This design comes from an exercise in tuning for small area on the open sky130 flow, not from production work. RTL that was checked went through simulation tests only; none was proved equivalent to the original. Power figures rest on the tool's default switching activity, not on a simulated workload.

==> flow/design.v <==
module u2v2_packet_decoder (
    input  wire [7:0]  head,
    input  wire [7:0]  ck_hi,
    input  wire [7:0]  ck_lo,
    input  wire [7:0]  in_data,
    input  wire [11:0] acc,
    input  wire        clr,
    input  wire        add_en,
    input  wire        xor_en,
    output wire        head02,
    output wire        in02,
    output wire        in03,
    output wire        sum_ok,
    output wire [11:0] acc_nx,
    output wire [7:0]  tail_rot
);
    localparam [7:0] START     = 8'h02;
    localparam [7:0] END_MARK  = 8'h03;
    localparam [7:0] KEY_CONST = 8'h26;
    assign head02 = (head == START);
    assign in02   = (in_data == START);
    assign in03   = (in_data == END_MARK);
    assign sum_ok = ({ck_hi, ck_lo} == {4'd0, acc});
    assign tail_rot = head ^ (xor_en ? (acc[7:0] ^ KEY_CONST) : 8'h00);
    wire [11:0] a = clr ? 12'd0 : acc;
    wire [7:0]  b = add_en ? head : 8'd0;
    wire [12:0] cy;
    assign cy[0] = 1'b0;
    genvar g;
    generate
        for (g = 0; g < 12; g = g + 1) begin : g_add
            if (g < 8) begin : g_fa
                assign acc_nx[g] = a[g] ^ b[g] ^ cy[g];
                assign cy[g+1]   = (a[g] & b[g]) | (cy[g] & (a[g] ^ b[g]));
            end else begin : g_ha
                assign acc_nx[g] = a[g] ^ cy[g];
                assign cy[g+1]   = a[g] & cy[g];
            end
        end
    endgenerate
endmodule
module u2v2_framer (
    input  wire        clk,
    input  wire        rst,           
    input  wire        rd_req,
    input  wire        rd_cancel,
    output wire        busy,
    output wire        out_valid,
    output wire [63:0] out_payload,
    output wire        in_ready,
    input  wire        in_valid,
    input  wire [7:0]  in_data
);
    reg [7:0]  r [0:11];
    reg [3:0]  c;
    reg [3:0]  L;
    reg        due;
    reg        busy_q;
    reg [11:0] acc;
    wire aligned = (c == 4'd12);
    wire [7:0] head = r[0];
    wire add_en = ~due & (c > 4'd2);
    wire xm = due & L[0];
    wire head02, in02, in03, sum_ok;
    wire [7:0]  tail_rot;
    wire [11:0] acc_nx;
    u2v2_packet_decoder u_pd (
        .head     (head),
        .ck_hi    (r[10]),
        .ck_lo    (r[11]),
        .in_data  (in_data),
        .acc      (acc),
        .clr      (aligned),
        .add_en   (add_en),
        .xor_en   (xm),
        .head02   (head02),
        .in02     (in02),
        .in03     (in03),
        .sum_ok   (sum_ok),
        .acc_nx   (acc_nx),
        .tail_rot (tail_rot)
    );
    wire can_take = aligned & ~due & ((L <= 4'd12) | (L == 4'd14));
    assign in_ready  = busy_q & ~rd_cancel & can_take;
    wire take = in_ready & in_valid;
    wire good = (L == 4'd14) & sum_ok & in03;
    wire ins  = take & ~good;
    assign busy      = busy_q;
    assign out_valid = busy_q & due & ~L[0] & aligned;
    assign out_payload = {r[2], r[3], r[4], r[5], r[6], r[7], r[8], r[9]};
    integer i;
    always @(posedge clk) begin
        for (i = 0; i < 11; i = i + 1)
            r[i] <= r[i + 1];
        r[11] <= ins ? in_data : tail_rot;
        acc <= acc_nx;
    end
    always @(posedge clk) begin
        if (rst) begin
            busy_q <= 1'b0;
            due    <= 1'b0;
            L      <= 4'd0;
            c      <= 4'd12;
        end else begin
            if (!busy_q)
                busy_q <= rd_req;
            else if (out_valid | rd_cancel)
                busy_q <= 1'b0;
            if (!ins)
                c <= (c == 4'd1) ? 4'd12 : c - 4'd1;
            if (out_valid)
                due <= 1'b0;
            if (take) begin
                if (good) begin
                    due <= 1'b1;
                    L   <= 4'd15;
                end else if (L == 4'd0)
                    L <= in02 ? 4'd1 : 4'd0;
                else if (L == 4'd14)
                    L <= head02 ? 4'd13 : 4'd15;
                else
                    L <= L + 4'd1;
            end else if (!due) begin
                if (L == 4'd15) begin
                    if (head02)
                        L <= c;
                    else if (c == 4'd1)
                        L <= 4'd0;
                end else if (L == 4'd13 && c == 4'd1)
                    L <= 4'd14;
            end else if (c == 4'd1) begin
                L <= 4'd0;
            end
        end
    end
endmodule
clock: 10.0 ns
lec_check: 0
cap_margin: 20
core_margin: 2
core_utilization: 40
place_density: 0.6
slew_margin: 20
standard.sh (not shown) runs the stock make flow with config.mk's settings and CLKGATE_MAP_FILE= SYNTH_SCRIPT=/design/flow/synth_recipe.tcl, a recipe that flattens the netlist after the stock synthesis.
==> flow/flow/run.sh <==
#!/bin/bash
# Standard layout, with single-drive port buffers, a clock tree without
# dummy loads and power (size) recovery after global routing.
set -euo pipefail
bash standard.sh \
  "BUFFER_PORTS_ARGS=-buffer_cell sky130_fd_sc_hd__buf_1" \
  "CTS_ARGS=-sink_clustering_enable -repair_clock_nets -dont_use_dummy_load -buf_list sky130_fd_sc_hd__clkbuf_4" \
  "RECOVER_POWER=100" \
  finish > make_finish.log 2>&1
The baseline finished with capacitance limit, slew limit left.
Change:
--- a/flow/design.v
+++ b/flow/design.v
@@ -60,7 +60,7 @@
     wire aligned = (c == 4'd12);
     wire [7:0] head = r[0];
     wire add_en = ~due & (c > 4'd2);
-    wire xm = due & L[0];
+    wire xm = due & (L == 4'd15) & (c <= 4'd10) & (c >= 4'd3);
     wire head02, in02, in03, sum_ok;
     wire [7:0]  tail_rot;
     wire [11:0] acc_nx;
@@ -86,7 +86,7 @@
     wire good = (L == 4'd14) & sum_ok & in03;
     wire ins  = take & ~good;
     assign busy      = busy_q;
-    assign out_valid = busy_q & due & ~L[0] & aligned;
+    assign out_valid = busy_q & due & (L == 4'd0) & aligned;
     assign out_payload = {r[2], r[3], r[4], r[5], r[6], r[7], r[8], r[9]};
     integer i;
     always @(posedge clk) begin
@@ -128,7 +128,7 @@
                         L <= 4'd0;
                 end else if (L == 4'd13 && c == 4'd1)
                     L <= 4'd14;
-            end else if (c == 4'd1) begin
+            end else if (L == 4'd15 && c == 4'd1) begin
                 L <= 4'd0;
             end
         end
The new run finished with timing, DRC and antenna clean.
First-iteration DRC count shrinks by about 17%.
Routed wire length goes down by about 2.3%.
Sequential cell count is unchanged.
Sequential share of layout area rose by 0.32 points.
Design area is lower by 0.58%.
Combinational power is lower by about 23%.
Total power came out lower by 4.6%.
Worst hold slack gets better by 18 ps.
Function not checked in the first run of this note: the RTL went through the layout flow alone.

re-timing with driven ports:
Ports are ideal in the flow. The routed layouts listed here were re-timed in OpenROAD. Step 1, drivers: a clkbuf_16 drives clk and a buf_2 each remaining input, both assumed. Step 2 also shifts input and output timing later by t, the mid clock arrival at the registers, as if the neighbouring blocks saw the same clock. Three values: ideal, step 1, step 2; two values: the first two.
run | t (ns) | setup slack, ns | worst setup path after step 2 | slew at the worst register clock pin (ns)
the first run | 0.494 | 4.931 / 4.931 / 4.931 | register to register | 0.11 / 0.11
the second run | 0.496 | 4.857 / 4.857 / 4.857 | register to register | 0.09 / 0.09
